This design comes from an exercise in tuning for small area, a short achievable clock period and few clock cycles on the open sky130 flow, not from production work. Where RTL was checked, it was by simulation tests only, not by an equivalence proof against the original. Function not checked in runs 1 to 4: the RTL went through the layout flow alone. Power and IR drop assume default switching activity.

==> design/flow/config.mk <==
export PLATFORM = sky130hd
export DESIGN_NAME = sprite_render
export DESIGN_NICKNAME = sprite_render
export VERILOG_FILES = /design/flow/design.v
export SDC_FILE = /design/flow/constraint.sdc
export NUM_CORES = 4
export LEC_CHECK = 0
export CAP_MARGIN = 20
export CORE_MARGIN = 2
export CORE_UTILIZATION = 60
export CTS_BUF_LIST = sky130_fd_sc_hd__clkbuf_4 sky130_fd_sc_hd__clkbuf_8
export SETUP_SLACK_MARGIN = 4
export SLEW_MARGIN = 20
==> design/flow/constraint.sdc <==
create_clock -name core_clock -period 6.5 [get_ports {clk}]
set_input_delay 1.3000 -clock core_clock [delete_from_list [all_inputs] [get_ports {clk}]]
set_output_delay 1.3000 -clock core_clock [all_outputs]
set_load 0.01 [all_outputs]
==> design/flow/design.v <==
module sprite_render (
    input  wire        clk,
    input  wire        rst,
    input  wire        start,
    output wire        busy,
    output reg         done,
    input  wire [2:0]  cfg_grid_w_m1,    
    input  wire [2:0]  cfg_grid_h_m1,    
    input  wire [2:0]  cfg_fb_tx_m1,     
    input  wire [2:0]  cfg_fb_ty_m1,     
    input  wire        cfg_gated,        
    input  wire [10:0] cfg_spr_off,      
    input  wire [10:0] cfg_anim_off,     
    output reg         tbl_re,
    output reg         tbl_we,
    output reg  [10:0] tbl_addr,
    output reg  [7:0]  tbl_wdata,
    input  wire [7:0]  tbl_rdata,
    output reg         def_re,
    output reg  [13:0] def_addr,
    input  wire [7:0]  def_rdata,
    output reg         fb_we,
    output reg  [11:0] fb_addr,
    output reg  [7:0]  fb_wdata
);
    reg busy_r;
    assign busy = busy_r;
    wire accept = start && !busy_r;
    localparam T_IDLE  = 5'd0;
    localparam T_START = 5'd1;    
    localparam T_RA    = 5'd2;    
    localparam T_RS    = 5'd3;    
    localparam T_CD    = 5'd4;    
    localparam T_RN    = 5'd5;    
    localparam T_RK    = 5'd6;    
    localparam T_CK    = 5'd7;    
    localparam T_RSP   = 5'd8;    
    localparam T_RFC   = 5'd9;    
    localparam T_CFC   = 5'd10;   
    localparam T_ADV   = 5'd11;   
    localparam T_WFC   = 5'd12;   
    localparam T_RD    = 5'd13;   
    localparam T_RN2   = 5'd14;   
    localparam T_CN    = 5'd15;   
    localparam T_WE    = 5'd16;   
    reg [4:0]  tstate;
    reg        te_fin;       
    reg [10:0] ea;           
    reg [2:0]  tcol, trow;   
    reg [5:0]  trb;          
    reg        r_gated;      
    reg [9:0]  r_a;          
    reg [7:0]  r_spr;        
    reg [5:0]  r_k;          
    reg        r_ge;         
    reg        rec_valid;    
    reg  t_wrap;             
    reg  t_last;             
    reg  t_clipx, t_clipy;   
    wire        t_adv = (tstate == T_WE) && !t_last && !rec_valid;    
    wire        a_step = (tstate == T_RA) || (tstate == T_RN) || (tstate == T_RK) || (tstate == T_RSP);
    wire [10:0] a_inc  = tbl_addr + {10'd0, a_step};
    wire [10:0] ea_p2  = {ea[10:1] + 10'd1, ea[0]};                   
    reg  [10:0] a_next;
    always @* begin
        case (tstate)
            T_START:      a_next = cfg_spr_off;
            T_RS:         a_next = cfg_anim_off;
            T_CD, T_RD:   a_next = a_d;
            T_CK, T_CN:   a_next = ea;
            T_WFC:        a_next = r_ge ? cfg_anim_off : ea;
            T_WE:         a_next = ea_p2;
            default:      a_next = a_inc;
        endcase
    end
    wire [10:0] a_d   = tbl_addr + {1'b0, r_a} + {10'd0, r_gated && tstate == T_CD};
    wire        fc_ge = (tbl_rdata >= tbl_wdata);
    reg        pe_fin;       
    reg        v1;           
    reg [2:0]  p_xo;         
    reg        p_clipx;
    reg [2:0]  p_rhi;        
    reg [5:0]  p_row;        
    reg        p_last;       
    reg        p_wrap;       
    reg [2:0]  p_hi;         
    reg [3:0]  p_py;         
    reg [11:0] fb_a1;        
    wire [2:0] rr = def_addr[5:3];
    wire [2:0] cc = def_addr[2:0];
    wire [2:0] chi = p_clipx ? ~p_xo : 3'd7;
    wire       row_end  = (cc == p_hi);
    wire       tile_end = row_end && (rr == p_rhi);
    wire       take = rec_valid && (!def_re || tile_end);
    wire [3:0] px = {1'b0, p_xo} + {1'b0, cc};
    wire [3:0] py = p_py;
    wire [2:0] n_xo  = r_k[2:0];
    wire [2:0] n_yo  = r_k[5:3];
    wire [2:0] pl    = p_py[2:0];
    wire       r_in  = p_py[3] ? ({1'b0, pl} + 4'd2 <= {1'b0, n_yo})
                               : (({1'b0, pl} + 4'd1 >= {1'b0, n_yo}) && !(pl == 3'd7 && n_yo == 3'd0));
    wire       r_cov = rec_valid && r_in && (n_xo < p_xo);
    wire [2:0] r_cut = n_xo + ~p_xo;                        
    wire [2:0] hi1   = p_wrap ? chi : (r_cov ? r_cut : 3'd7);
    always @(posedge clk) begin
        if (rst) begin
            busy_r    <= 1'b0;
            done      <= 1'b0;
            tstate    <= T_IDLE;
            tbl_re    <= 1'b0;
            tbl_we    <= 1'b0;
            rec_valid <= 1'b0;
            te_fin    <= 1'b0;
            pe_fin    <= 1'b0;
            def_re    <= 1'b0;
            v1        <= 1'b0;
            fb_we     <= 1'b0;
        end else begin
            done <= 1'b0;
            if (accept) begin
                busy_r <= 1'b1;
                te_fin <= 1'b0;
                pe_fin <= 1'b0;
            end else if (busy_r && te_fin && pe_fin && !def_re && !v1) begin
                busy_r <= 1'b0;
                done   <= 1'b1;
            end
            tbl_re <= 1'b0;
            tbl_we <= 1'b0;
            case (tstate)
                T_IDLE:  if (accept) tstate <= T_START;
                T_START: begin tbl_re <= 1'b1; tstate <= T_RA; end
                T_RA:    begin tbl_re <= 1'b1; tstate <= T_RS; end
                T_RS:    tstate <= T_CD;
                T_CD:    begin tbl_re <= 1'b1; tstate <= r_gated ? T_RK : T_RN; end
                T_RN:    begin tbl_re <= 1'b1; tstate <= T_RK; end
                T_RK: begin
                    if (r_gated) begin
                        tbl_re <= 1'b1;
                        tstate <= T_RSP;
                    end else begin
                        tstate <= T_CK;
                    end
                end
                T_CK:    begin rec_valid <= 1'b1; tbl_we <= 1'b1; tstate <= T_WE; end
                T_RSP:   begin rec_valid <= 1'b1; tbl_re <= 1'b1; tstate <= T_RFC; end
                T_RFC:   tstate <= T_CFC;
                T_CFC:   tstate <= T_ADV;
                T_ADV:   begin tbl_we <= 1'b1; tstate <= T_WFC; end
                T_WFC:   tstate <= r_ge ? T_RD : T_WE;
                T_RD:    begin tbl_re <= 1'b1; tstate <= T_RN2; end
                T_RN2:   tstate <= T_CN;
                T_CN:    begin tbl_we <= 1'b1; tstate <= T_WE; end
                T_WE: begin
                    if (t_last) begin
                        te_fin <= 1'b1;
                        tstate <= T_IDLE;
                    end else if (!rec_valid) begin
                        tbl_re <= 1'b1;
                        tstate <= T_RA;
                    end
                end
                default: tstate <= T_IDLE;
            endcase
            if (take)
                rec_valid <= 1'b0;
            if (take)
                def_re <= 1'b1;
            else if (def_re && tile_end)
                def_re <= 1'b0;
            if (def_re && tile_end && !take && p_last)
                pe_fin <= 1'b1;
            v1    <= def_re;
            fb_we <= v1;
        end
    end
    always @(posedge clk) begin
        case (tstate)
            T_START: begin
                ea       <= cfg_spr_off;
                r_gated  <= cfg_gated;
                tcol     <= 3'd0;
                trow     <= 3'd0;
                trb      <= 6'd0;
            end
            T_RS:  r_a <= r_gated ? {tbl_rdata, 2'b00} : {1'b0, tbl_rdata, 1'b0};
            T_CD:  r_spr <= tbl_rdata;
            T_RK:  tbl_wdata <= tbl_rdata;         
            T_CK, T_RSP: begin
                r_k      <= tbl_rdata[5:0];
                r_spr    <= r_spr + {6'd0, tbl_rdata[7:6]};
            end
            T_RFC: tbl_wdata <= tbl_rdata;         
            T_CFC: begin
                r_ge      <= fc_ge;
                tbl_wdata <= tbl_rdata;
            end
            T_ADV: begin
                tbl_wdata <= r_ge ? 8'd0 : tbl_wdata + 8'd1;
            end
            T_CN:  tbl_wdata <= tbl_rdata;
            T_WE: begin
                if (t_adv) begin
                    ea <= ea_p2;
                    if (t_wrap) begin
                        tcol <= 3'd0;
                        trow <= trow + 3'd1;
                        trb  <= trb + {3'd0, cfg_fb_tx_m1} + 6'd1;
                    end else begin
                        tcol <= tcol + 3'd1;
                    end
                end
            end
            default: ;
        endcase
        tbl_addr <= a_next;
        t_wrap  <= (tcol == cfg_grid_w_m1);
        t_last  <= (tcol == cfg_grid_w_m1) && (trow == cfg_grid_h_m1);
        t_clipx <= (tcol == cfg_fb_tx_m1);
        t_clipy <= (trow == cfg_fb_ty_m1);
        if (take) begin
            def_addr[13:6] <= r_spr;
            p_xo     <= r_k[2:0];
            p_clipx  <= t_clipx;
            p_rhi    <= t_clipy ? ~r_k[5:3] : 3'd7;
            p_last   <= t_last;
            p_wrap   <= t_wrap;
            p_hi     <= t_clipx ? ~r_k[2:0] : 3'd7;
        end else if (row_end) begin
            p_hi     <= hi1;
        end
        if (take) begin
            def_addr[5:0] <= 6'd0;
            p_py          <= {1'b0, r_k[5:3]};
            p_row         <= trb + {3'd0, tcol};
        end else begin
            def_addr[5:3] <= rr + {2'd0, row_end};
            def_addr[2:0] <= row_end ? 3'd0 : cc + 3'd1;
            p_py          <= p_py + {3'd0, row_end};
            p_row         <= p_row + ((row_end && py[2:0] == 3'd7) ? {3'd0, cfg_fb_tx_m1} + 6'd1 : 6'd0);
        end
        fb_a1    <= {p_row + {5'd0, px[3]}, py[2:0], px[2:0]};
        fb_addr  <= fb_a1;
        fb_wdata <= def_rdata;
    end
endmodule
==> design/flow/flow/run.sh <==
#!/bin/bash
# Standard layout, with plain buffers (buf_2) on the ports instead of the
# resizer's default choice. Every tool's output goes to flow.log here, and
# ORFS keeps each step's log under orfs/logs/.
set -euo pipefail
export BUFFER_PORTS_ARGS="-buffer_cell sky130_fd_sc_hd__buf_2"
bash standard.sh > flow.log 2>&1
==> design/flow/standard.sh <==
#!/bin/bash
# synth_recipe.tcl (not shown) runs the flow's synth.tcl, then flattens the netlist and writes it again
# the make line also repeats each setting of config.mk as NAME=value (left out here)
make -C /OpenROAD-flow-scripts/flow DESIGN_CONFIG=/design/flow/config.mk WORK_HOME=/design/flow/orfs CLKGATE_MAP_FILE= SYNTH_SCRIPT=/design/flow/synth_recipe.tcl "${@:-finish}"
==> results of run 1 <==
-- repair_timing --
| item | CTS | global route |
|---|---|---|
| gates cloned | 1 | 0 |
| pin swaps | 11 | 16 |
| setup buffers | 14 | 7 |
| resized for setup | 30 | 16 |
| endpoints found under the setup margin | 51 | 45 |
-- final timing paths --
| path | from | end | cells past startpoint |
|---|---|---|---|
| max | tstate[2]$_SDFFE_PP0P_ | tbl_addr[10]$_DFF_P_ | 12 |
| min | fb_a1[4]$_DFF_P_ | fb_addr[4]$_DFF_P_ | 0 |
| max reg2reg | tstate[2]$_SDFFE_PP0P_ | tbl_addr[10]$_DFF_P_ | 12 |
| min reg2reg | fb_a1[4]$_DFF_P_ | fb_addr[4]$_DFF_P_ | 0 |
-- Yosys cell counts, drive strengths merged, types with 3 or more instances --
cell type  count  area, µm²
a21oi         38      197.7
nand3         33      165.2
o21a           3      22.52
a31oi          5      31.28
nor3          18      90.09
o21ai         41      205.2
dfxtp         78       1562
mux2          13      146.4
a41oi          3      26.28
a211oi         5      37.54
a221oi         4      35.03
a32oi          3      26.28
nor3b          3      22.52
nor2          64      240.2
nor4           4      25.02
clkbuf        11      41.29
xor2          36      315.3
nand2b        10      62.56
ha            59      738.2
inv           48      180.2
fa             8      160.2
nor2b         16      100.1
buf           14      72.57
and2           6      40.04
a22oi          5      37.54
or3            6      37.54
and3          13      81.33
a21o          15      112.6
xnor2         42      367.9
mux2i          5      50.05
a222oi         4      40.04
or2            6      37.53
edfxtp        76       2282
nand2         65      244.0
-- layer usage --
metal	share of wire	track usage
met4	0.027	0.1134
met3	0.045	0.05330
met2	0.51	0.4816
met1	0.42	0.3417
met5	0	0
-- worst register-to-register path, stage by stage (launching register included) --
cell and delay [ns]:
dfxtp_4 0.37, nor2b_4 0.14, nor2b_4 0.16, and3_4 0.20, ha_4 0.14, inv_2 0.04
fa_2 0.38, nor2b_4 0.14, o2111ai_2 0.13, nand3b_1 0.16, nand4_1 0.11, mux2_2 0.29
a32oi_1 0.16
-- state kept, by name, indices dropped and copies added (netlist names), 4 cells and up --
name,flops
p_py,4
trb,6
tstate,5
tbl_addr,11
def_addr,14
r_a,9
tbl_wdata,8
fb_a1,12
r_k,6
r_spr,8
fb_wdata,8
p_row,6
ea,11
fb_addr,12
-- report_power, final --
group / switching [mW] / total [mW] / internal, mW
combinational: 1.01 / 1.84 / 0.829
clock: 0.374 / 0.713 / 0.339
sequential: 0.309 / 1.73 / 1.42
total: 1.70 / 4.28 / 2.58
-- cells by family after synthesis --
group | count (synthesis)
flip-flops | 154
multiplexers | 18
adder cells (fa/ha/maj) | 67
buffers and inverters | 73
AO/OA/AOI/OAI | 149
XOR/XNOR | 78
AND/OR/NAND/NOR | 256
-- cell type report --
cell class	count	area share
clock inverter	11	0.01170
timing repair inverter	1	0.0007799
clock buffer	21	0.02873
inverter	48	0.01911
tap	176	0.02288
sequential	154	0.4018
multi-input combinational	568	0.4348
timing repair buffer	138	0.08020
==> flow_summary_export.csv, run 1 <==
group,metric,value,unit
floorplanning,die_x,120.5,µm
logic_synthesis,ys_seq_area_frac,0.4717,
floorplanning,start_util,0.6154,
grt,antenna_found_initial,0,
grt,grt_pass1_wl,31.45,mm
placed_design,portBuffers,112,
run_status,outcome,"finished clean",
floorplanning,die_h,120.5,µm
logic_synthesis,synth-edff-count,76,
clock_network,cts_sinks,154,
layout,mostFrequentLayoutCell,"buf_2",
floorplanning,dieArea,14530,µm²
setup_path,crit_fanout,3,
grt,grt.overflow.total,0,
layout,fin_area,9625,µm²
setup_path,critPathLaunchType,"flip-flop",
grt,grt_max_degree,39,
sta,finalHoldViolCount,0,
layout,layout_common_cells,"buf_2 (110), edfxtp_1 (76), dfxtp_1 (69), nand2_1 (64), nor2_1 (61)",
sta,setup_slack,4.025,ns
floorplanning,io_pins,113,
placed_design,gp_congestion,0.9091,
setup_path,slowest_stage,"fa_2",
clock_network,clk_pin_slew,0.09,ns
setup_path,rrSetupSlack,4.03,ns
logic_synthesis,synth_cells,795,
sta,fmax,0.4041,GHz
setup_path,slowest_delay,0.38,ns
layout,drive_gt1_frac,0.2508,
sta,period_needed,2.475,ns
logic_synthesis,synth_area,8149,µm²
placed_design,post-dp-hpwl,13.81,mm
layout,regArea,3867,µm²
layout,syn2layout_area_growth,18.12,%
clock_network,htree_levels,4,
logic_synthesis,synth_xor_area_frac,0.08383,
flow_run,cap_violations,0,
power,power,4.281,mW
layout,fin_nets,1049,
logic_synthesis,synth_top_family_by_area,"simple AND/OR/NAND/NOR gates",
logic_synthesis,ys.flop_type,"dfxtp_1",
setup_path,crit_chain,"nor2b_4 > nor2b_4 > and3_4 > ha_4 > inv_2 > fa_2 > nor2b_4 > o2111ai_2 > nand3b_1 > nand4_1 > mux2_2 > a32oi_1",
sta,rsz0062_at_grt,"yes",
route,drc_errors,0,
logic_synthesis,yosys.area_share.simple,0.1528,
route,drtPass1Iterations,5,
layout,diodes,0,
logic_synthesis,syn_avg_cell_area,10.25,µm²
route,routed_wl,19.49,mm
logic_synthesis,synth_warnings,1,
sta,tns,0,ns
clock_network,clk_path_buf_depth,2,
setup_path,worstSetupEndpointType,"flip-flop",
sta,worstMarginPinSlew,0.8902,ns
logic_synthesis,yosys.area_share.adder,0.1102,
floorplanning,coreArea,13240,µm²
placed_design,pre_cts_slack,3.461,ns
power,leakagePower,4.039,nW
logic_synthesis,synth_compound_area_frac,0.1213,
setup_path,cp.required,6.89,ns
logic_synthesis,synth.distinct_cells,66,
hold_path,hp-class,"reg -> reg",
logic_synthesis,synthMuxAreaShare,0.02411,
clock_network,clock_latency,0.47,ns
layout,final_core_util,0.7269,
route,drtAntennaViolNets,0,
sta,slew_viol_final,0,
sta,fin_hold_ws,0.3334,ns
route,route.detailed.wl_per_inst,17.45,µm
layout,multi_input_area,4185,µm²
floorplanning,rows,42,
setup_path,critical-path-top-delay-family,"simple AND/OR/NAND/NOR gates",
setup_path,arrival,2.87,ns
layout,instances_no_fill,1117,
clock_network,cts_tree,"yes",
setup_path,path_buf_inv,1,
placed_design,place_area,8930,µm²
route,viasPerCell,5.748,
power,powerDensity,444.8,nW/µm²
layout,num-fill-cells,992,
setup_path,path_class,"reg -> reg",
clock_network,cts.hold.buffers_added,0,
route,via_count,6421,
sta,skew,0.01028,ns
sta,setup_viol,0,
clock_network,cts_root_buf,"clkbuf_8",
placed_design,placed_cells,1063,
logic_synthesis,postSynthRegisterBits,154,
logic_synthesis,async_flop_share,0,
power,ir_worst_vdd,0.0002340,V
sta,max-slew-margin-rel,0.4065,
clock_network,cts-buffers-inserted,17,
route,drt_iter0_drc,556,
logic_synthesis,syn_nets,916,
sta,fin_crit_sh,0.3807,
setup_path,cp_common_cell,"nor2b_4",
grt,grt_pass1_vias,6373,
grt,grt_usage,0.2784,
==> run 2, diff against run 1 <==
==> design/flow/flow/run.sh (replaced) <==
#!/bin/bash
# Standard layout, with plain buffers (buf_1) on the ports instead of the
# resizer's default choice. Every tool's output goes to flow.log here, and
# ORFS keeps each step's log under orfs/logs/.
set -euo pipefail
export BUFFER_PORTS_ARGS="-buffer_cell sky130_fd_sc_hd__buf_1"
bash standard.sh > flow.log 2>&1
--- a/design/flow/config.mk
+++ b/design/flow/config.mk
@@ -9,5 +9,5 @@
 export CORE_MARGIN = 2
 export CORE_UTILIZATION = 60
 export CTS_BUF_LIST = sky130_fd_sc_hd__clkbuf_4 sky130_fd_sc_hd__clkbuf_8
-export SETUP_SLACK_MARGIN = 4
+export SETUP_SLACK_MARGIN = 4.35
 export SLEW_MARGIN = 20
==> flow_summary_export.csv, run 2 <==
group,metric,value,unit
run_status,outcome,"finished clean",
floorplanning,start_util,0.6154,
setup_path,cp_common_cell,"nor2b_4",
logic_synthesis,synth.distinct_cells,66,
layout,fin_area,10560,µm²
grt,grt_max_degree,39,
sta,tns,0,ns
placed_design,post-dp-hpwl,13.06,mm
logic_synthesis,yosys-top-cells-count,"dfxtp_1 (78), edfxtp_1 (76), nand2_1 (65), nor2_1 (64), ha_1 (59)",
route,drt_iter0_drc,491,
hold_path,worstHoldPathCells,0,
floorplanning,rows,42,
clock_network,cts_root_buf,"clkbuf_8",
placed_design,gp_congestion,0.9083,
floorplanning,die_x,120.5,µm
logic_synthesis,synth_cells,795,
logic_synthesis,yosysMostFrequentCell,"dfxtp_1",
grt,grt_pass1_wl,31.63,mm
power,leakagePower,4.299,nW
setup_path,r2r_cells,12,
logic_synthesis,syn_avg_cell_area,10.25,µm²
route,route.detailed.wl_per_inst,17.62,µm
floorplanning,io_pins,113,
sta,setup_viol,0,
sta,fmax,0.3881,GHz
layout,num-fill-cells,831,
clock_network,htree_levels,4,
clock_network,cts_sinks,154,
floorplanning,die_h,120.5,µm
setup_path,timing.rr.start,"tstate[2]$_SDFFE_PP0P_",
sta,rsz0062_at_grt,"yes",
hold_path,hp-class,"reg -> reg",
clock_network,clk_path_buf_depth,2,
setup_path,worstSetupEndpointType,"flip-flop",
layout,drive_gt1_frac,0.2989,
route,viasPerCell,5.738,
flow_run,cap_violations,0,
setup_path,timing.critical_path.from,"tstate[2]$_SDFFE_PP0P_",
logic_synthesis,ys_seq_area_frac,0.4717,
setup_path,crit_fanout,3,
logic_synthesis,async_flop_share,0,
logic_synthesis,synth_area,8149,µm²
setup_path,cp.depth,12,
layout,diodes,0,
placed_design,place_area,8900,µm²
logic_synthesis,synth_largest_area_cell,"edfxtp_1",
route,drc_errors,0,
setup_path,path_class,"reg -> reg",
layout,final_core_util,0.7971,
setup_path,cp.required,6.89,ns
logic_synthesis,syn_nets,916,
logic_synthesis,synth-edff-count,76,
layout,layout_common_cells,"edfxtp_1 (76), nand2_1 (63), buf_4 (59), nor2_1 (58), buf_1 (50)",
route,routed_wl,20.49,mm
layout,largest_reg_flops,14,
route,via_count,6673,
sta,period_needed,2.577,ns
route,drtAntennaViolNets,0,
setup_path,slowest_stage,"dfxtp_4",
logic_synthesis,synthTopCellsByArea,"edfxtp_1 (28%), dfxtp_1 (19%), ha_1 (9.1%)",
layout,top_register,"def_addr",
clock_network,cts_tree,"yes",
route,drtPass1Iterations,5,
setup_path,path_buf_inv,1,
layout,top_regs,"def_addr (14), fb_a1 (12), fb_addr (12)",
grt,grt.overflow.total,0,
layout,regArea,3920,µm²
logic_synthesis,yosysTopAreaCellShare,0.2801,
grt,grt_pass1_vias,6362,
clock_network,clk_pin_slew,0.10,ns
logic_synthesis,ys.flop_type,"dfxtp_1",
clock_network,cts-buffers-inserted,17,
placed_design,portBuffers,112,
sta,worstMarginPinSlew,0.6354,ns
setup_path,slowest_delay,0.38,ns
setup_path,reg2reg_to,"tbl_addr[10]$_DFF_P_",
logic_synthesis,synth_warnings,1,
setup_path,crit_chain,"nor2b_4 > nor2b_4 > and3_4 > ha_4 > inv_2 > fa_2 > nor2b_4 > o2111ai_2 > nand3b_1 > nand4_1 > mux2_2 > a32oi_1",
setup_path,critPathLaunchType,"flip-flop",
sta,setup_slack,3.923,ns
clock_network,clock_latency,0.47,ns
floorplanning,coreArea,13240,µm²
setup_path,crit_path_end,"tbl_addr[10]$_DFF_P_",
layout,fin_nets,1095,
sta,slew_viol_final,0,
setup_path,rrSetupSlack,3.92,ns
sta,max-slew-margin-rel,0.5764,
layout,syn2layout_area_growth,29.54,%
setup_path,critical-path-top-delay-family,"simple AND/OR/NAND/NOR gates",
setup_path,arrival,2.97,ns
placed_design,pre_cts_slack,3.101,ns
grt,grt_usage,0.2831,
grt,antenna_found_initial,0,
sta,fin_crit_sh,0.3964,
power,ir_worst_vdd,0.0002519,V
logic_synthesis,postSynthRegisterBits,154,
layout,mostFrequentLayoutCell,"edfxtp_1",
sta,finalHoldViolCount,0,
power,power,4.686,mW
layout,multi_input_area,4458,µm²
power,powerDensity,443.9,nW/µm²
sta,skew,0.01333,ns
floorplanning,dieArea,14530,µm²
[run 2: cell count changes in the layout (fill, tap and decap cells not counted), sizes merged]
cell and change:
buf +32, clkbuf +10, clkinv -3, inv +7
[run 2: what timing repair did]
action	CTS	global route
cloned	1	0
hold buffers	0	0
resized for setup	166	65
setup buffers	47	21
setup endpoints to repair	174	142
pin swaps	37	35
[run 2: routing by layer]
layer / GRT usage / share of wire / up-vias
met2: 0.4869 / 0.51 / 233
li1: - / - / 3210
met5: 0 / 0 / -
met4: 0.1192 / 0.030 / 0
met1: 0.3487 / 0.41 / 3180
met3: 0.05377 / 0.054 / 50
[run 2: stage by stage]
stage	instances	hold slack [ns]
after global routing	1163	0.3385
after detailed placement	1062	0.3121
after CTS	1142	0.3347
final	1163	0.3309
after global placement	1062	0.3102
after floorplan	795	0.3096
[run 2: power breakdown]
part           internal, mW  switching, mW  leakage (nW)
Clock                 0.327          0.422         0.210
Combinational          1.07           1.14          2.73
Sequential             1.44          0.292          1.36
[run 2: worst register-to-register path: cells and delay by family (launching register included)]
family          cells  cell delay [ns]
simple gates        6             0.95
fa+ha+maj           2             0.50
flops               1             0.38
compound gates      2             0.35
mux                 1             0.30
buf+inv             1             0.03
[run 2: layout make-up]
cell class	instances	share of cell area
inverter	48	0.01908
multi-input combinational	568	0.4223
sequential	154	0.3713
timing repair buffer	184	0.1274
clock inverter	15	0.01612
clock buffer	17	0.02216
timing repair inverter	1	0.0007112
tap	176	0.02086
[run 2: worst min path at each step]
stage | from | to | slack, ns
after floorplan | fb_a1[0]$_DFF_P_ | fb_addr[0]$_DFF_P_ | 0.31
after global placement | fb_a1[11]$_DFF_P_ | fb_addr[11]$_DFF_P_ | 0.31
after detailed placement | fb_a1[5]$_DFF_P_ | fb_addr[5]$_DFF_P_ | 0.31
after CTS | fb_a1[5]$_DFF_P_ | fb_addr[5]$_DFF_P_ | 0.33
after global routing | fb_a1[4]$_DFF_P_ | fb_addr[4]$_DFF_P_ | 0.34
final | fb_a1[4]$_DFF_P_ | fb_addr[4]$_DFF_P_ | 0.33
[run 2: kinds of logic after synthesis]
family | count (synthesis) | synth area share
compound gates | 149 | 0.1213
buf+inv | 73 | 0.03608
flops | 154 | 0.4717
fa+ha+maj | 67 | 0.1102
simple gates | 256 | 0.1528
mux | 18 | 0.02411
xor+xnor | 78 | 0.08383
==> run 3, diff against run 2 <==
--- a/design/flow/config.mk
+++ b/design/flow/config.mk
@@ -9,5 +9,5 @@
 export CORE_MARGIN = 2
 export CORE_UTILIZATION = 60
 export CTS_BUF_LIST = sky130_fd_sc_hd__clkbuf_4 sky130_fd_sc_hd__clkbuf_8
-export SETUP_SLACK_MARGIN = 4.35
+export SETUP_SLACK_MARGIN = 4.2
 export SLEW_MARGIN = 20
==> flow_summary_export.csv, run 3 <==
group,metric,value,unit
placed_design,post-dp-hpwl,13.43,mm
setup_path,arrival,2.85,ns
logic_synthesis,synthMuxAreaShare,0.02411,
clock_network,cts_root_buf,"clkbuf_8",
hold_path,hp-class,"reg -> reg",
run_status,outcome,"finished clean",
route,routed_wl,20.53,mm
floorplanning,start_util,0.6154,
logic_synthesis,yosys.area_share.adder,0.1102,
route,via_count,6674,
logic_synthesis,synthTopCellsByArea,"edfxtp_1 (28%), dfxtp_1 (19%), ha_1 (9.1%)",
grt,grt_pass1_vias,6482,
route,m1WireLength,8.230,mm
hold_path,worstHoldPathCells,0,
grt,grt_usage,0.2818,
route,drc_errors,0,
sta,fin_crit_sh,0.3860,
setup_path,r2r_cells,12,
hold_path,min_from,"fb_a1[5]$_DFF_P_",
floorplanning,io_pins,113,
clock_network,cts_tree,"yes",
placed_design,gp_congestion,0.8693,
floorplanning,dieArea,14530,µm²
sta,period_needed,2.509,ns
logic_synthesis,synth_cells,795,
setup_path,cp.required,6.84,ns
route,drt_iter0_drc,501,
logic_synthesis,yosys-top-cells-count,"dfxtp_1 (78), edfxtp_1 (76), nand2_1 (65), nor2_1 (64), ha_1 (59)",
logic_synthesis,synth.distinct_cells,66,
grt,antenna_found_initial,0,
setup_path,slowest_stage,"dfxtp_4",
setup_path,reg2reg_to,"tbl_addr[6]$_DFF_P_",
setup_path,crit_chain,"nor2b_4 > nor2b_4 > and3_4 > ha_4 > inv_2 > fa_2 > nor2b_4 > o2111ai_2 > nand3b_1 > xor2_1 > a222oi_1 > a31oi_1",
setup_path,crit_fanout,4,
sta,slew_viol_final,0,
clock_network,clk_path_buf_depth,2,
placed_design,portBuffers,112,
logic_synthesis,synth_xor_area_frac,0.08383,
logic_synthesis,syn_nets,916,
sta,tns,0,ns
sta,rsz0062_at_grt,"yes",
clock_network,cts_sinks,154,
layout,drive_gt1_frac,0.2515,
logic_synthesis,yosysTopAreaCellShare,0.2801,
layout,diodes,0,
placed_design,placed_cells,1062,
layout,top_regs,"def_addr (14), fb_a1 (12), fb_addr (12)",
layout,top_register,"def_addr",
floorplanning,coreArea,13240,µm²
grt,grt_pass1_wl,31.62,mm
logic_synthesis,synth_warnings,1,
sta,setup_viol,0,
logic_synthesis,synth-edff-count,76,
clock_network,cts.hold.buffers_added,0,
logic_synthesis,postSynthRegisterBits,154,
setup_path,worstSetupEndpointType,"flip-flop",
logic_synthesis,synth_compound_area_frac,0.1213,
sta,worstMarginPinSlew,0.8768,ns
sta,skew,0.01156,ns
hold_path,min_to,"fb_addr[5]$_DFF_P_",
setup_path,path_class,"reg -> reg",
logic_synthesis,async_flop_share,0,
route,dr.max_layer_used,"met4",
setup_path,rrSetupSlack,3.99,ns
clock_network,htree_levels,4,
layout,instances_no_fill,1158,
setup_path,timing.rr.start,"tstate[2]$_SDFFE_PP0P_",
floorplanning,rows,42,
logic_synthesis,yosys.area_share.simple,0.1528,
power,ir_worst_vdd,0.0002167,V
route,wl_met2,10.58,mm
logic_synthesis,synth_area,8149,µm²
route,viasPerCell,5.763,
sta,finalHoldViolCount,0,
route,dr_wl_met3,1.102,mm
route,drtAntennaViolNets,0,
setup_path,cp_common_cell,"nor2b_4",
grt,grt_max_degree,39,
logic_synthesis,syn_avg_cell_area,10.25,µm²
layout,syn2layout_area_growth,24.70,%
sta,max-slew-margin-rel,0.4154,
layout,layout_common_cells,"edfxtp_1 (76), buf_1 (74), nand2_1 (63), buf_4 (61), nor2_1 (59)",
clock_network,clock_latency,0.45,ns
floorplanning,die_h,120.5,µm
sta,fmax,0.3985,GHz
flow_run,cap_violations,0,
setup_path,critPathLaunchType,"flip-flop",
power,powerDensity,444.5,nW/µm²
logic_synthesis,yosysMostFrequentCell,"dfxtp_1",
route,drtPass1Iterations,6,
logic_synthesis,ys_seq_area_frac,0.4717,
logic_synthesis,synth_top_family_by_area,"simple AND/OR/NAND/NOR gates",
route,route.detailed.wl_per_inst,17.73,µm
logic_synthesis,synth_largest_area_cell,"edfxtp_1",
logic_synthesis,ys.flop_type,"dfxtp_1",
layout,fin_nets,1090,
power,leakagePower,4.098,nW
layout,largest_reg_flops,14,
floorplanning,die_x,120.5,µm
grt,grt.overflow.total,0,
setup_path,slowest_delay,0.38,ns
layout,mostFrequentLayoutCell,"edfxtp_1",
clock_network,cts-buffers-inserted,17,
clock_network,clk_pin_slew,0.09,ns
run 3: cell counts after synthesis:
Identical to the previous run, type by type.
run 3: repair_timing:
action                     CTS  global route
gates resized for setup    101            55
gates cloned                 1             0
setup endpoints to repair  120            90
pin swaps                   23            31
hold endpoints to repair     0             0
buffers inserted            39            24
run 3: kinds of logic after synthesis:
family	after synthesis
AOI/OAI and AO/OA	149
xor gates and xnor gates	78
adders and majority gates	67
buffers and inverters	73
DFF	154
muxes	18
and+or+nand+nor	256
run 3: cell type report:
cell class              instances  area (µm²)
inverters                      48       201.4
repair buffers                179        1081
fillers                       930        3080
flip-flops and latches        154        3923
repair inverters                1       7.507
multi-input cells             568        4345
clock buffers                  19       255.2
clock inverters                13       128.9
well taps                     176       220.2
run 3: through the flow:
| stage | power, mW | util | instance area (µm²) | worst slack (ns) | hold WS, ns |
|---|---|---|---|---|---|
| floorplan | 2.936 | - | 8332 | 3.793 | 0.3096 |
| detailed placement | 3.398 | 0.6695 | 8866 | 3.143 | 0.3121 |
| finish | 4.517 | 0.7674 | 10160 | 3.991 | 0.3328 |
| CTS | 4.326 | 0.7391 | 9788 | 4.034 | 0.3326 |
| global route | 4.831 | 0.7674 | 10160 | 3.915 | 0.3427 |
| global placement | 3.329 | 0.6695 | 8866 | 3.219 | 0.3107 |
run 3: per-layer routing:
layer / track usage / up-vias
met1: 0.3411 / 3190
met2: 0.4912 / 248
met5: 0 / -
li1: - / 3187
met3: 0.05236 / 49
met4: 0.1206 / 0
run 3: critical path, delay by kind of cell, from the launching register on:
kind,cells,cell delay [ns]
compound gates,3,0.57
buf+inv,1,0.04
flops,1,0.38
xor+xnor,1,0.10
fa+ha+maj,2,0.50
simple gates,5,0.81
run 3: worst max path at each step:
stage | startpoint | slack, ns | to | depth (start not counted)
global route | tstate[3]$_SDFFE_PP0P_ | 3.92 | tbl_addr[9]$_DFF_P_ | 12
detailed placement | cfg_fb_tx_m1[0] | 3.14 | p_row[5]$_DFF_P_ | 11
floorplan | cfg_fb_tx_m1[0] | 3.79 | p_row[5]$_DFF_P_ | 10
finish | tstate[2]$_SDFFE_PP0P_ | 3.99 | tbl_addr[6]$_DFF_P_ | 12
CTS | tstate[3]$_SDFFE_PP0P_ | 4.03 | tbl_addr[10]$_DFF_P_ | 12
global placement | cfg_fb_tx_m1[0] | 3.22 | p_row[5]$_DFF_P_ | 11
run 3: power by group:
group          internal [mW]  switching [mW]
combinational          0.967            1.09
clock                  0.330           0.387
sequential              1.44           0.297
total                   2.74            1.78
==> run 4, diff against run 3 <==
--- a/design/flow/design.v
+++ b/design/flow/design.v
@@ -185,20 +185,11 @@
             end
             T_RS:  r_a <= r_gated ? {tbl_rdata, 2'b00} : {1'b0, tbl_rdata, 1'b0};
             T_CD:  r_spr <= tbl_rdata;
-            T_RK:  tbl_wdata <= tbl_rdata;         
             T_CK, T_RSP: begin
                 r_k      <= tbl_rdata[5:0];
                 r_spr    <= r_spr + {6'd0, tbl_rdata[7:6]};
             end
-            T_RFC: tbl_wdata <= tbl_rdata;         
-            T_CFC: begin
-                r_ge      <= fc_ge;
-                tbl_wdata <= tbl_rdata;
-            end
-            T_ADV: begin
-                tbl_wdata <= r_ge ? 8'd0 : tbl_wdata + 8'd1;
-            end
-            T_CN:  tbl_wdata <= tbl_rdata;
+            T_CFC: r_ge <= fc_ge;
             T_WE: begin
                 if (t_adv) begin
                     ea <= ea_p2;
@@ -214,6 +205,12 @@
             default: ;
         endcase
         tbl_addr <= a_next;
+        if ((tstate == T_RK) || (tstate == T_RFC) || (tstate == T_CFC) || (tstate == T_CN))
+            tbl_wdata <= tbl_rdata;
+        else if ((tstate == T_ADV) && r_ge)
+            tbl_wdata <= 8'd0;
+        else
+            tbl_wdata <= tbl_wdata + {7'd0, tstate == T_ADV};
         t_wrap  <= (tcol == cfg_grid_w_m1);
         t_last  <= (tcol == cfg_grid_w_m1) && (trow == cfg_grid_h_m1);
         t_clipx <= (tcol == cfg_fb_tx_m1);
--- a/design/flow/config.mk
+++ b/design/flow/config.mk
@@ -9,5 +9,5 @@
 export CORE_MARGIN = 2
 export CORE_UTILIZATION = 60
 export CTS_BUF_LIST = sky130_fd_sc_hd__clkbuf_4 sky130_fd_sc_hd__clkbuf_8
-export SETUP_SLACK_MARGIN = 4.2
+export SETUP_SLACK_MARGIN = 4.1
 export SLEW_MARGIN = 20
==> flow_summary_export.csv, run 4 <==
group,metric,value,unit
logic_synthesis,yosysTopAreaCellShare,0.2568,
sta,setup_viol,0,
sta,rsz0062_at_grt,"yes",
clock_network,clk_pin_slew,0.08,ns
sta,max-slew-margin-rel,0.3797,
setup_path,timing.rr.start,"tstate[2]$_SDFFE_PP0P_",
logic_synthesis,yosys-top-cells-count,"dfxtp_1 (86), edfxtp_1 (68), nand2_1 (68), ha_1 (60), nor2_1 (56)",
setup_path,path_class,"in -> reg",
flow_run,cap_violations,0,
run_status,outcome,"finished clean",
logic_synthesis,ys_seq_area_frac,0.4733,
layout,instances_no_fill,1112,
setup_path,critPathLaunchType,"primary input",
logic_synthesis,synth_cells,779,
clock_network,htree_levels,4,
sta,setup_slack,3.982,ns
sta,fin_hold_ws,0.3335,ns
placed_design,place_area,8616,µm²
logic_synthesis,ys.flop_type,"dfxtp_1",
layout,multi_input_area,4164,µm²
layout,diodes,0,
placed_design,portBuffers,112,
clock_network,clk_path_buf_depth,2,
route,route.detailed.wl_per_inst,17.55,µm
logic_synthesis,synth_area,7951,µm²
layout,num-fill-cells,945,
floorplanning,die_x,119.1,µm
logic_synthesis,synth_warnings,1,
clock_network,cts-buffers-inserted,17,
grt,grt_max_degree,38,
floorplanning,start_util,0.6077,
placed_design,placed_cells,1048,
logic_synthesis,synth.distinct_cells,68,
logic_synthesis,syn_avg_cell_area,10.21,µm²
logic_synthesis,synth_largest_area_cell,"edfxtp_1",
logic_synthesis,synth-edff-count,68,
logic_synthesis,syn_nets,901,
route,drt_iter0_drc,747,
clock_network,cts_tree,"yes",
setup_path,arrival,2.85,ns
grt,grt.overflow.total,0,
layout,regArea,3809,µm²
setup_path,cp.required,6.84,ns
sta,worstMarginPinSlew,0.9305,ns
layout,drive_gt1_frac,0.1838,
setup_path,timing.critical_path.from,"cfg_fb_tx_m1[2]",
layout,mostFrequentLayoutCell,"buf_1",
route,drtAntennaViolNets,0,
grt,grt_usage,0.2751,
sta,tns,0,ns
sta,fin_crit_sh,0.3873,
power,ir_worst_vdd,0.0002363,V
clock_network,clock_latency,0.46,ns
layout,largest_reg_flops,14,
setup_path,worstSetupEndpointType,"flip-flop",
floorplanning,rows,42,
placed_design,post-dp-hpwl,13.43,mm
sta,slew_viol_final,0,
floorplanning,coreArea,13090,µm²
setup_path,crit_fanout,4,
grt,grt_pass1_wl,30.36,mm
route,drtPass1Iterations,9,
floorplanning,io_pins,113,
power,power,3.493,mW
clock_network,cts_sinks,154,
logic_synthesis,yosysMostFrequentCell,"dfxtp_1",
power,powerDensity,364.7,nW/µm²
sta,period_needed,2.518,ns
layout,syn2layout_area_growth,20.44,%
sta,finalHoldViolCount,0,
sta,fmax,0.3972,GHz
layout,top_regs,"def_addr (14), fb_a1 (12), fb_addr (12)",
hold_path,hp-class,"reg -> reg",
floorplanning,dieArea,14190,µm²
grt,antenna_found_initial,0,
route,routed_wl,19.52,mm
grt,grt_pass1_vias,6058,
floorplanning,die_h,119.1,µm
placed_design,gp_congestion,0.9084,
route,drc_errors,0,
layout,top_register,"def_addr",
clock_network,cts_root_buf,"clkbuf_8",
layout,final_core_util,0.7319,
layout,fin_area,9577,µm²
route,via_count,6357,
power,leakagePower,3.795,nW
hold_path,min_from,"fb_a1[9]$_DFF_P_",
layout,layout_common_cells,"buf_1 (106), edfxtp_1 (68), nand2_1 (64), dfxtp_1 (62), nor2_1 (51)",
layout,fin_nets,1045,
logic_synthesis,async_flop_share,0,
sta,skew,0.01360,ns
logic_synthesis,postSynthRegisterBits,154,
placed_design,pre_cts_slack,3.245,ns
logic_synthesis,synthTopCellsByArea,"edfxtp_1 (26%), dfxtp_1 (22%), ha_1 (9.4%)",
route,viasPerCell,5.717,
run 4: cell count changes after synthesis, sizes merged, moves of 4 or more:
cell	change
dfxtp	+8
xor2	+7
nor2	-6
a21oi	+10
edfxtp	-8
clkbuf	-4
mux2	-6
or3	-5
nor2b	-4
run 4: final cells by class:
type	instances	share of cell area
inverters	46	0.01907
multi-input cells	556	0.4348
flip-flops and latches	154	0.3977
well taps	176	0.02299
clock inverters	14	0.02195
clock buffers	18	0.02522
repair buffers	148	0.07826
run 4: repair_timing:
item | in CTS | in global routing
setup endpoints to repair | 59 | 50
gates resized for setup | 59 | 33
hold buffers | 0 | 0
setup buffers | 21 | 11
pin swaps | 18 | 23
run 4: layer usage:
metal	vias up	GRT usage	share of wire	routed length, µm
met1	3040	0.3404	0.41	7948
met4	0	0.1190	0.030	583
li1	3046	-	-	-
met5	-	0	0	0
met3	50	0.05220	0.053	1040
met2	221	0.4698	0.51	9949
run 4: cells by family (layout without fill, tap and decap cells):
kind of cell	count (synthesis)	count (layout)	share of synthesized area
multiplexers	9	9	0.01243
flip-flops	154	154	0.4733
XOR/XNOR	83	83	0.09142
adder cells (fa/ha/maj)	68	68	0.1146
AND/OR/NAND/NOR	241	241	0.1481
buffers and inverters	69	226	0.03604
AO/OA/AOI/OAI	155	155	0.1242
run 4: final timing paths:
check,end,slack (ns),cells after the start
setup / recovery,p_row[5]$_DFF_P_,3.98,9
hold reg to reg,fb_addr[9]$_DFF_P_,0.33,0
hold / removal,fb_addr[9]$_DFF_P_,0.33,0
setup reg to reg,tbl_addr[8]$_DFF_P_,4.01,12
run 4: where the power goes:
part	switching, mW	internal (mW)	total (mW)	leakage (nW)
registers	0.228	1.28	1.51	1.34
logic	0.637	0.532	1.17	2.23
clock network	0.383	0.433	0.817	0.225
total	1.25	2.24	3.49	3.80
run 4: worst max-delay path, stage by stage:
cell and delay (ns):
buf_1 0.29, xnor2_2 0.16, nor2_1 0.07, ha_1 0.34
a21oi_2 0.21, nor2b_1 0.07, o21ai_1 0.18, xor2_1 0.16
a21oi_1 0.07
==> run 5, diff against run 4 <==
--- a/design/flow/design.v
+++ b/design/flow/design.v
@@ -58,7 +58,7 @@
     reg  t_last;             
     reg  t_clipx, t_clipy;   
     wire        t_adv = (tstate == T_WE) && !t_last && !rec_valid;    
-    wire        a_step = (tstate == T_RA) || (tstate == T_RN) || (tstate == T_RK) || (tstate == T_RSP);
+    reg         a_step;      
     wire [10:0] a_inc  = tbl_addr + {10'd0, a_step};
     wire [10:0] ea_p2  = {ea[10:1] + 10'd1, ea[0]};                   
     reg  [10:0] a_next;
@@ -107,6 +107,7 @@
             busy_r    <= 1'b0;
             done      <= 1'b0;
             tstate    <= T_IDLE;
+            a_step    <= 1'b0;
             tbl_re    <= 1'b0;
             tbl_we    <= 1'b0;
             rec_valid <= 1'b0;
@@ -127,16 +128,18 @@
             end
             tbl_re <= 1'b0;
             tbl_we <= 1'b0;
+            a_step <= 1'b0;
             case (tstate)
                 T_IDLE:  if (accept) tstate <= T_START;
-                T_START: begin tbl_re <= 1'b1; tstate <= T_RA; end
+                T_START: begin tbl_re <= 1'b1; a_step <= 1'b1; tstate <= T_RA; end
                 T_RA:    begin tbl_re <= 1'b1; tstate <= T_RS; end
                 T_RS:    tstate <= T_CD;
-                T_CD:    begin tbl_re <= 1'b1; tstate <= r_gated ? T_RK : T_RN; end
-                T_RN:    begin tbl_re <= 1'b1; tstate <= T_RK; end
+                T_CD:    begin tbl_re <= 1'b1; a_step <= 1'b1; tstate <= r_gated ? T_RK : T_RN; end
+                T_RN:    begin tbl_re <= 1'b1; a_step <= 1'b1; tstate <= T_RK; end
                 T_RK: begin
                     if (r_gated) begin
                         tbl_re <= 1'b1;
+                        a_step <= 1'b1;
                         tstate <= T_RSP;
                     end else begin
                         tstate <= T_CK;
@@ -157,6 +160,7 @@
                         tstate <= T_IDLE;
                     end else if (!rec_valid) begin
                         tbl_re <= 1'b1;
+                        a_step <= 1'b1;
                         tstate <= T_RA;
                     end
                 end
@@ -233,8 +237,11 @@
         end else begin
             def_addr[5:3] <= rr + {2'd0, row_end};
             def_addr[2:0] <= row_end ? 3'd0 : cc + 3'd1;
-            p_py          <= p_py + {3'd0, row_end};
-            p_row         <= p_row + ((row_end && py[2:0] == 3'd7) ? {3'd0, cfg_fb_tx_m1} + 6'd1 : 6'd0);
+            if (row_end) begin
+                p_py <= p_py + 4'd1;
+                if (py[2:0] == 3'd7)
+                    p_row <= p_row + {3'd0, cfg_fb_tx_m1} + 6'd1;
+            end
         end
         fb_a1    <= {p_row + {5'd0, px[3]}, py[2:0], px[2:0]};
         fb_addr  <= fb_a1;
--- a/design/flow/config.mk
+++ b/design/flow/config.mk
@@ -9,5 +9,5 @@
 export CORE_MARGIN = 2
 export CORE_UTILIZATION = 60
 export CTS_BUF_LIST = sky130_fd_sc_hd__clkbuf_4 sky130_fd_sc_hd__clkbuf_8
-export SETUP_SLACK_MARGIN = 4.1
+export SETUP_SLACK_MARGIN = 4.3
 export SLEW_MARGIN = 20
==> flow_summary_export.csv, run 5 <==
group,metric,value,unit
hold_path,worstHoldPathCells,0,
sta,worstMarginPinSlew,0.8063,ns
floorplanning,die_h,120.1,µm
power,comb_power_share,0.332,
grt,grt_pass1_wl,32.03,mm
layout,largest_reg_flops,14,
setup_path,slowest_delay,0.44,ns
logic_synthesis,yosys-top-cells-count,"dfxtp_1 (78), edfxtp_1 (77), nor2_1 (60), ha_1 (56), nand2_1 (56)",
grt,antenna_found_initial,0,
sta,slew_viol_final,0,
setup_path,rrSetupSlack,4.21,ns
logic_synthesis,synth_warnings,1,
placed_design,post-dp-hpwl,13.25,mm
floorplanning,io_pins,113,
setup_path,arrival,2.68,ns
setup_path,cp.required,6.89,ns
logic_synthesis,async_flop_share,0,
route,via_count,6634,
run_status,outcome,"finished clean",
route,route.detailed.wl_per_inst,17.76,µm
logic_synthesis,synth.distinct_cells,67,
power,p_sw_frac,0.3328,
clock_network,cts-buffers-inserted,17,
placed_design,portBuffers,112,
logic_synthesis,synth-edff-count,77,
route,drt_iter0_drc,620,
logic_synthesis,synth_largest_area_cell,"edfxtp_1",
sta,finalHoldViolCount,0,
grt,grt_pass1_vias,6287,
power,leakagePower,4.100,nW
clock_network,cts_root_buf,"clkbuf_8",
setup_path,critPathLaunchType,"flip-flop",
flow_run,cap_violations,0,
power,p_sw,1.026,mW
layout,num-fill-cells,870,
floorplanning,die_x,120.1,µm
sta,rsz0062_at_grt,"yes",
logic_synthesis,syn_nets,893,
layout,drive_gt1_frac,0.2793,
setup_path,crit_fanout,3,
hold_path,hp-class,"reg -> reg",
hold_path,min_from,"fb_a1[5]$_DFF_P_",
floorplanning,rows,42,
sta,max-slew-margin-rel,0.4625,
sta,fin_crit_sh,0.3520,
route,viasPerCell,5.860,
layout,diodes,0,
logic_synthesis,postSynthRegisterBits,155,
logic_synthesis,synth_area,8084,µm²
layout,fin_nets,1061,
layout,syn2layout_area_growth,26.02,%
layout,mostFrequentLayoutCell,"edfxtp_1",
setup_path,slowest_stage,"edfxtp_1",
clock_network,htree_levels,4,
placed_design,gp_congestion,0.9239,
hold_path,min_to,"fb_addr[5]$_DFF_P_",
sta,fmax,0.4371,GHz
layout,top_regs,"def_addr (14), fb_a1 (12), fb_addr (12)",
logic_synthesis,yosys.area_share.simple,0.1432,
sta,fin_hold_ws,0.3304,ns
grt,grt.overflow.total,0,
logic_synthesis,yosysTopAreaCellShare,0.2860,
route,drtPass1Iterations,5,
power,powerDensity,302.5,nW/µm²
logic_synthesis,synth_cells,775,
setup_path,worstSetupEndpointType,"flip-flop",
logic_synthesis,synth_compound_area_frac,0.1348,
setup_path,path_class,"reg -> reg",
floorplanning,dieArea,14420,µm²
logic_synthesis,ys_seq_area_frac,0.4792,
sta,setup_viol,0,
layout,layout_common_cells,"edfxtp_1 (77), buf_4 (61), nor2_1 (58), nand2_1 (56), ha_1 (46)",
setup_path,path_buf_inv,1,
setup_path,timing.critical_path.from,"r_gated$_DFFE_PP_",
setup_path,reg2reg_to,"tbl_addr[10]$_DFF_P_",
logic_synthesis,ys.flop_type,"dfxtp_1",
power,internal_power,2.056,mW
setup_path,r2r_cells,10,
logic_synthesis,synth_xor_area_frac,0.08342,
clock_network,clk_pin_slew,0.09,ns
clock_network,cts.hold.buffers_added,0,
logic_synthesis,yosysMostFrequentCell,"dfxtp_1",
power,seqPwrFrac,0.428,
clock_network,cts_sinks,155,
logic_synthesis,synth_top_family_by_area,"simple AND/OR/NAND/NOR gates",
clock_network,clock_latency,0.46,ns
setup_path,timing.rr.start,"r_gated$_DFFE_PP_",
clock_network,cts_tree,"yes",
power,power_frac_clock,0.240,
sta,period_needed,2.288,ns
logic_synthesis,synthMuxAreaShare,0.01347,
grt,grt_usage,0.2829,
route,routed_wl,20.10,mm
logic_synthesis,yosys.area_share.adder,0.1065,
route,drc_errors,0,
power,power,3.082,mW
setup_path,critical-path-top-delay-family,"compound AO/OA/AOI/OAI gates",
grt,grt_max_degree,28,
placed_design,place_area,8735,µm²
power,ir_worst_vdd,0.0002049,V
layout,fin_area,10190,µm²
route,drtAntennaViolNets,0,
logic_synthesis,synthTopCellsByArea,"edfxtp_1 (29%), dfxtp_1 (19%), ha_1 (8.7%)",
clock_network,clk_path_buf_depth,2,
sta,skew,0.01636,ns
logic_synthesis,syn_avg_cell_area,10.43,µm²
floorplanning,start_util,0.6129,
sta,tns,0,ns
layout,top_register,"def_addr",
floorplanning,coreArea,13190,µm²
setup_path,crit_chain,"inv_2 > nor4_4 > ha_2 > fa_2 > a211oi_4 > o211ai_1 > a31oi_1 > mux2i_1 > nand2_1 > nand4_1",
run 5: metal layers:
metal / track usage / wire length (µm)
met3: 0.04658 / 1179
met2: 0.4808 / 10110
met1: 0.3778 / 8489
met5: 0 / 0
met4: 0.07206 / 324
run 5: cells by family (layout without fill, tap and decap cells):
group / after synthesis / count (layout)
compound gates: 166 / 166
buf+inv: 71 / 251
xor+xnor: 77 / 77
mux: 10 / 10
simple gates: 232 / 233
flops: 155 / 155
fa+ha+maj: 64 / 64
run 5: timing repair:
action                     in CTS  in global routing
resized for setup             164                 38
gates cloned                    2                  0
buffers inserted               41                 19
pin swaps                      22                 20
setup endpoints to repair     175                122
run 5: power groups by stage:
stage,Clock [mW],Combinational (mW),Sequential [mW]
floorplan,0,0.480,1.35
global placement,0,0.679,1.34
detailed placement,0,0.704,1.35
CTS,0.753,0.958,1.31
global route,0.797,1.13,1.33
finish,0.741,1.02,1.32
run 5: layout make-up:
| class | instances | area, µm² | area share |
|---|---|---|---|
| Clock inverter | 15 | 172.7 | 0.01695 |
| Timing Repair inverter | 1 | 7.507 | 0.0007369 |
| Inverter | 44 | 196.4 | 0.01928 |
| Clock buffer | 17 | 234.0 | 0.02297 |
| Timing Repair Buffer | 174 | 1219 | 0.1196 |
| Sequential cell | 155 | 3965 | 0.3892 |
| Multi-Input combinational cell | 550 | 4173 | 0.4096 |
| Tap cell | 176 | 220.2 | 0.02162 |
run 5: worst max path at each step:
stage	end	slack (ns)	depth (start not counted)
floorplan	p_row[4]$_DFFE_PP_	3.99	8
global placement	trow[1]$_SDFFCE_PN0P_	3.54	4
detailed placement	trow[1]$_SDFFCE_PN0P_	3.40	4
CTS	def_addr[12]	4.20	1
global route	tbl_addr[10]$_DFF_P_	4.08	10
finish	tbl_addr[10]$_DFF_P_	4.21	10
run 5: per-stage QoR:
stage	setup WS, ns	util	cells
after floorplan	3.991	-	775
after global placement	3.542	0.6622	1038
after detailed placement	3.402	0.6622	1038
after CTS	4.199	0.7504	1113
after global routing	4.079	0.7723	1132
final	4.212	0.7723	1132
Testbench counts of run 5, summed over its fixed seeds: cycles 95,757.
==> run 6, diff against run 5 <==
--- a/design/flow/config.mk
+++ b/design/flow/config.mk
@@ -9,5 +9,5 @@
 export CORE_MARGIN = 2
 export CORE_UTILIZATION = 60
 export CTS_BUF_LIST = sky130_fd_sc_hd__clkbuf_4 sky130_fd_sc_hd__clkbuf_8
-export SETUP_SLACK_MARGIN = 4.3
+export SETUP_SLACK_MARGIN = 4.25
 export SLEW_MARGIN = 20
==> flow_summary_export.csv, run 6 <==
group,metric,value,unit
logic_synthesis,synth_largest_area_cell,"edfxtp_1",
layout,instances_no_fill,1130,
layout,top_regs,"def_addr (14), fb_a1 (12), fb_addr (12)",
logic_synthesis,yosysMostFrequentCell,"dfxtp_1",
placed_design,place_area,8741,µm²
setup_path,r2r_cells,9,
route,drtPass1Iterations,6,
logic_synthesis,synth_compound_area_frac,0.1348,
clock_network,cts_sinks,155,
layout,fin_nets,1059,
run_status,outcome,"finished clean",
logic_synthesis,ys.flop_type,"dfxtp_1",
route,drtAntennaViolNets,0,
floorplanning,rows,42,
logic_synthesis,syn_avg_cell_area,10.43,µm²
floorplanning,die_x,120.1,µm
logic_synthesis,synth_cells,775,
grt,grt_pass1_wl,31.75,mm
layout,top_register,"def_addr",
clock_network,cts-buffers-inserted,17,
clock_network,cts_root_buf,"clkbuf_8",
floorplanning,io_pins,113,
sta,max-slew-margin-rel,0.4187,
clock_network,clock_latency,0.46,ns
logic_synthesis,synth_area,8084,µm²
power,ir_worst_vdd,0.0002161,V
layout,syn2layout_area_growth,24.33,%
logic_synthesis,synth_top_family_by_area,"simple AND/OR/NAND/NOR gates",
sta,slew_viol_final,0,
placed_design,gp_congestion,0.9017,
logic_synthesis,async_flop_share,0,
setup_path,timing.rr.start,"r_gated$_DFFE_PP_",
route,drt_iter0_drc,465,
grt,grt_usage,0.2800,
setup_path,crit_fanout,3,
logic_synthesis,ys_seq_area_frac,0.4792,
sta,worstMarginPinSlew,0.8720,ns
clock_network,cts_tree,"yes",
setup_path,path_class,"reg -> reg",
grt,antenna_found_initial,0,
logic_synthesis,synthMuxAreaShare,0.01347,
hold_path,min_to,"fb_addr[4]$_DFF_P_",
floorplanning,die_h,120.1,µm
route,route.detailed.wl_per_inst,17.68,µm
grt,grt_max_degree,28,
sta,setup_slack,4.202,ns
setup_path,arrival,2.62,ns
flow_run,cap_violations,0,
floorplanning,start_util,0.6129,
layout,diodes,0,
logic_synthesis,syn_nets,893,
sta,finalHoldViolCount,0,
sta,setup_viol,0,
logic_synthesis,yosysTopAreaCellShare,0.2860,
floorplanning,dieArea,14420,µm²
sta,rsz0062_at_grt,"yes",
sta,fin_crit_sh,0.3535,
logic_synthesis,synth.distinct_cells,67,
sta,period_needed,2.298,ns
hold_path,worstHoldPathCells,0,
route,viasPerCell,5.812,
grt,grt.overflow.total,0,
route,via_count,6568,
layout,drive_gt1_frac,0.2757,
logic_synthesis,synth_xor_area_frac,0.08342,
placed_design,portBuffers,112,
logic_synthesis,postSynthRegisterBits,155,
hold_path,min_from,"fb_a1[4]$_DFF_P_",
setup_path,reg2reg_to,"tbl_addr[4]$_DFF_P_",
clock_network,htree_levels,4,
sta,tns,0,ns
setup_path,rrSetupSlack,4.20,ns
sta,fmax,0.4352,GHz
clock_network,clk_path_buf_depth,2,
clock_network,cts.hold.buffers_added,0,
logic_synthesis,yosys-top-cells-count,"dfxtp_1 (78), edfxtp_1 (77), nor2_1 (60), ha_1 (56), nand2_1 (56)",
hold_path,hp-class,"reg -> reg",
layout,fin_area,10050,µm²
power,powerDensity,300.3,nW/µm²
layout,layout_common_cells,"edfxtp_1 (77), nor2_1 (58), buf_4 (57), nand2_1 (56), ha_1 (48)",
placed_design,placed_cells,1039,
layout,mostFrequentLayoutCell,"edfxtp_1",
logic_synthesis,yosys.area_share.simple,0.1432,
setup_path,worstSetupEndpointType,"flip-flop",
logic_synthesis,synthTopCellsByArea,"edfxtp_1 (29%), dfxtp_1 (19%), ha_1 (8.7%)",
power,leakagePower,4.039,nW
floorplanning,coreArea,13190,µm²
logic_synthesis,synth_warnings,1,
layout,largest_reg_flops,14,
route,routed_wl,19.98,mm
logic_synthesis,yosys.area_share.adder,0.1065,
route,drc_errors,0,
sta,skew,0.01270,ns
setup_path,cp.required,6.82,ns
clock_network,clk_pin_slew,0.10,ns
setup_path,critPathLaunchType,"flip-flop",
grt,grt_pass1_vias,6447,
placed_design,post-dp-hpwl,13.32,mm
logic_synthesis,synth-edff-count,77,
placed_design,pre_cts_slack,3.401,ns
-- run 6: cells by family (layout without fill, tap and decap cells) --
logic type,Yosys count,count (layout)
AOI/OAI and AO/OA,166,166
xor gates and xnor gates,77,77
adders and majority gates,64,64
buffers and inverters,71,249
DFF,155,155
muxes,10,10
and+or+nand+nor,232,233
-- run 6: worst max-delay path: stages, from the launching register on --
cell       delay (ns)
edfxtp_1         0.46
inv_2            0.13
nor4_4           0.06
ha_2             0.19
fa_2             0.37
a21o_1           0.20
a211o_1          0.25
o211ai_1         0.14
o2111ai_1        0.18
a21boi_2         0.19
-- run 6: power by group --
part / switching (mW) / internal [mW]
sequential: 0.105 / 1.20
clock: 0.421 / 0.286
combinational: 0.501 / 0.501
total: 1.03 / 1.99
-- run 6: stage by stage --
step | hold slack [ns] | power [mW] | util
after floorplan | 0.3096 | 1.828 | -
after global placement | 0.3112 | 2.019 | 0.6627
after detailed placement | 0.3121 | 2.059 | 0.6627
after CTS | 0.3341 | 2.938 | 0.7361
after global routing | 0.3403 | 3.184 | 0.7620
final | 0.3316 | 3.019 | 0.7620
-- run 6: timing repair --
item,CTS,global route
gates resized for setup,123,61
setup buffers,37,20
setup endpoints to repair,141,117
pin swaps,6,19
cloned,2,0
-- run 6: layer usage --
metal / global-route usage / wire length, µm / vias to the layer above
li1: - / - / 3108
met1: 0.3596 / 8585 / 3202
met3: 0.05276 / 1021 / 31
met5: 0 / 0 / -
met2: 0.4790 / 10060 / 227
met4: 0.08824 / 304 / 0
-- run 6: area by class of cell --
type	instances	area [µm²]
Clock buffer	17	234.0
Clock inverter	15	147.6
Fill cell	961	3139
Inverter	44	193.9
Multi-Input combinational cell	550	4128
Sequential cell	155	3965
Tap cell	176	220.2
Timing Repair Buffer	172	1155
Timing Repair inverter	1	7.507
-- run 6: worst max-delay path by stage --
stage	start	end	slack [ns]	depth (start not counted)
after CTS	p_hi[0]$_DFFE_PP_	p_hi[0]$_DFFE_PP_	4.15	6
final	r_gated$_DFFE_PP_	tbl_addr[4]$_DFF_P_	4.20	9
after global placement	tstate[4]$_SDFFE_PP0P_	trb[5]$_SDFFCE_PN0P_	3.55	4
after global routing	tstate[0]$_SDFFE_PP0P_	tbl_addr[8]$_DFF_P_	4.10	10
after detailed placement	tstate[4]$_SDFFE_PP0P_	trow[2]$_SDFFCE_PN0P_	3.40	4
after floorplan	cfg_fb_tx_m1[0]	p_row[4]$_DFFE_PP_	3.99	8
==> run 7, diff against run 6 <==
--- a/design/flow/config.mk
+++ b/design/flow/config.mk
@@ -9,5 +9,5 @@
 export CORE_MARGIN = 2
 export CORE_UTILIZATION = 60
 export CTS_BUF_LIST = sky130_fd_sc_hd__clkbuf_4 sky130_fd_sc_hd__clkbuf_8
-export SETUP_SLACK_MARGIN = 4.25
+export SETUP_SLACK_MARGIN = 4.15
 export SLEW_MARGIN = 20
==> flow_summary_export.csv, run 7 <==
group,metric,value,unit
run_status,outcome,"finished clean",
clock_network,cts_root_buf,"clkbuf_8",
sta,fin_hold_ws,0.3309,ns
logic_synthesis,synth_area,8084,µm²
floorplanning,rows,42,
hold_path,worstHoldPathCells,0,
layout,syn2layout_area_growth,16.03,%
power,p_sw_frac,0.3298,
route,route.detailed.wl_per_inst,17.37,µm
placed_design,post-dp-hpwl,13.10,mm
floorplanning,die_x,120.1,µm
setup_path,timing.rr.start,"tstate[0]$_SDFFE_PP0P_",
route,via_count,6285,
sta,finalHoldViolCount,0,
floorplanning,die_h,120.1,µm
floorplanning,coreArea,13190,µm²
grt,antenna_found_initial,0,
clock_network,cts_tree,"yes",
sta,tns,0,ns
power,power_frac_clock,0.253,
floorplanning,dieArea,14420,µm²
route,routed_wl,18.88,mm
setup_path,r2r_cells,10,
logic_synthesis,synth-edff-count,77,
logic_synthesis,yosys-top-cells-count,"dfxtp_1 (78), edfxtp_1 (77), nor2_1 (60), ha_1 (56), nand2_1 (56)",
sta,setup_viol,0,
sta,skew,0.007831,ns
grt,grt_pass1_vias,5822,
logic_synthesis,synth.distinct_cells,67,
power,p_sw,0.9225,mW
placed_design,place_area,8746,µm²
setup_path,rrSetupSlack,4.22,ns
route,drt_iter0_drc,573,
setup_path,path_class,"in -> reg",
placed_design,portBuffers,112,
clock_network,cts.hold.buffers_added,0,
hold_path,min_to,"fb_addr[3]$_DFF_P_",
logic_synthesis,synth_cells,775,
power,powerDensity,298.2,nW/µm²
logic_synthesis,syn_nets,893,
sta,fmax,0.4192,GHz
flow_run,cap_violations,0,
clock_network,clock_latency,0.44,ns
route,drc_errors,0,
hold_path,min_from,"fb_a1[3]$_DFF_P_",
sta,fin_crit_sh,0.3670,
power,leakagePower,3.612,nW
logic_synthesis,synthTopCellsByArea,"edfxtp_1 (29%), dfxtp_1 (19%), ha_1 (8.7%)",
clock_network,clk_path_buf_depth,2,
layout,num-fill-cells,1013,
hold_path,hp-class,"reg -> reg",
layout,top_register,"def_addr",
layout,largest_reg_flops,14,
route,viasPerCell,5.782,
sta,max-slew-margin-rel,0.4595,
grt,grt_usage,0.2596,
logic_synthesis,synth_warnings,1,
grt,grt_pass1_wl,29.11,mm
grt,grt_max_degree,43,
layout,fin_nets,1016,
clock_network,cts_sinks,155,
setup_path,worstSetupEndpointType,"flip-flop",
clock_network,htree_levels,4,
route,drtPass1Iterations,5,
placed_design,gp_congestion,0.8995,
clock_network,clk_pin_slew,0.08,ns
grt,grt.overflow.total,0,
setup_path,reg2reg_to,"tbl_addr[8]$_DFF_P_",
logic_synthesis,ys.flop_type,"dfxtp_1",
layout,drive_gt1_frac,0.1537,
power,internal_power,1.875,mW
layout,fin_area,9380,µm²
sta,worstMarginPinSlew,0.8108,ns
logic_synthesis,yosysMostFrequentCell,"dfxtp_1",
setup_path,arrival,2.57,ns
setup_path,cp.required,6.69,ns
power,ir_worst_vdd,0.0002545,V
logic_synthesis,synth_largest_area_cell,"edfxtp_1",
route,drtAntennaViolNets,0,
power,seqPwrFrac,0.476,
logic_synthesis,yosysTopAreaCellShare,0.2860,
layout,mostFrequentLayoutCell,"buf_1",
layout,top_regs,"def_addr (14), fb_a1 (12), fb_addr (12)",
logic_synthesis,syn_avg_cell_area,10.43,µm²
sta,slew_viol_final,0,
logic_synthesis,async_flop_share,0,
sta,period_needed,2.385,ns
floorplanning,io_pins,113,
floorplanning,start_util,0.6129,
clock_network,cts-buffers-inserted,17,
power,comb_power_share,0.271,
logic_synthesis,postSynthRegisterBits,155,
layout,diodes,0,
logic_synthesis,ys_seq_area_frac,0.4792,
sta,rsz0062_at_grt,"yes",
layout,layout_common_cells,"buf_1 (102), edfxtp_1 (77), nor2_1 (58), nand2_1 (56), dfxtp_1 (52)",
power,power,2.797,mW
setup_path,crit_fanout,6,
setup_path,critPathLaunchType,"primary input",
run 7: cell counts after synthesis:
No cell type changed its count.
run 7: cell families (layout without fill, tap and decap cells):
family / Yosys count / after routing / synth area share
xor+xnor: 77 / 77 / 0.08342
compound gates: 166 / 166 / 0.1348
flops: 155 / 155 / 0.4792
buf+inv: 71 / 206 / 0.03947
mux: 10 / 10 / 0.01347
simple gates: 232 / 233 / 0.1432
fa+ha+maj: 64 / 64 / 0.1065
run 7: power by group through the flow:
stage | registers [mW] | logic, mW | clock network, mW
finish | 1.33 | 0.758 | 0.708
global route | 1.35 | 0.843 | 0.762
CTS | 1.33 | 0.729 | 0.724
detailed placement | 1.35 | 0.705 | 0
global placement | 1.34 | 0.680 | 0
floorplan | 1.35 | 0.478 | 0
run 7: worst max-delay path by stage:
stage                                 from              endpoint  slack (ns)  cells past startpoint
CTS                    def_re$_SDFFE_PP0P_                def_re        4.15                      1
floorplan                  cfg_fb_tx_m1[0]    p_row[4]$_DFFE_PP_        3.99                      8
global placement              tbl_rdata[0]        r_ge$_DFFE_PP_        3.55                      9
detailed placement  tstate[4]$_SDFFE_PP0P_  trb[5]$_SDFFCE_PN0P_        3.43                      4
global route        tstate[0]$_SDFFE_PP0P_   tbl_addr[8]$_DFF_P_        4.04                     10
finish                        tbl_rdata[4]        r_ge$_DFFE_PP_        4.11                      5
run 7: per-layer routing:
layer,vias up,track usage,wire length [µm]
li1,3030,-,-
met1,2992,0.3416,8208
met5,-,0,0
met3,41,0.04610,896
met4,0,0.1103,482
met2,222,0.4233,9291
run 7: timing repair:
action / in CTS / in global routing
gates resized for setup: 40 / 24
gates cloned: 1 / 1
buffers inserted: 4 / 9
pin swaps: 1 / 15
endpoints found under the setup margin: 92 / 35
hold endpoints to repair: 0 / 0
run 7: layout make-up:
type / count / area, µm² / area share
clock buffer: 18 / 241.5 / 0.02574
inverter: 44 / 193.9 / 0.02067
timing repair inverter: 1 / 7.507 / 0.0008003
tap: 176 / 220.2 / 0.02348
sequential: 155 / 3924 / 0.4183
timing repair buffer: 129 / 563.0 / 0.06002
multi-input combinational: 550 / 4090 / 0.4360
clock inverter: 14 / 140.1 / 0.01494
run 7: per-stage QoR:
step	utilization	cells	setup slack [ns]
global route	0.7112	1087	4.038
floorplan	-	775	3.991
finish	0.7112	1087	4.115
detailed placement	0.6631	1040	3.434
CTS	0.7001	1077	4.151
global placement	0.6631	1040	3.549
run 7: critical path, cell delays in order:
cell	delay, ns
buf_1	0.40
ha_1	0.33
o21ai_0	0.17
a21oi_1	0.07
o41a_1	0.30

Check on run 7: ideal ports give 4.115 ns setup slack; a clkbuf_16 on the clock port and buf_2 on the inputs give 4.123 ns; moving port delays by the midpoint clock arrival (0.473 ns) as well gives 3.650 ns.
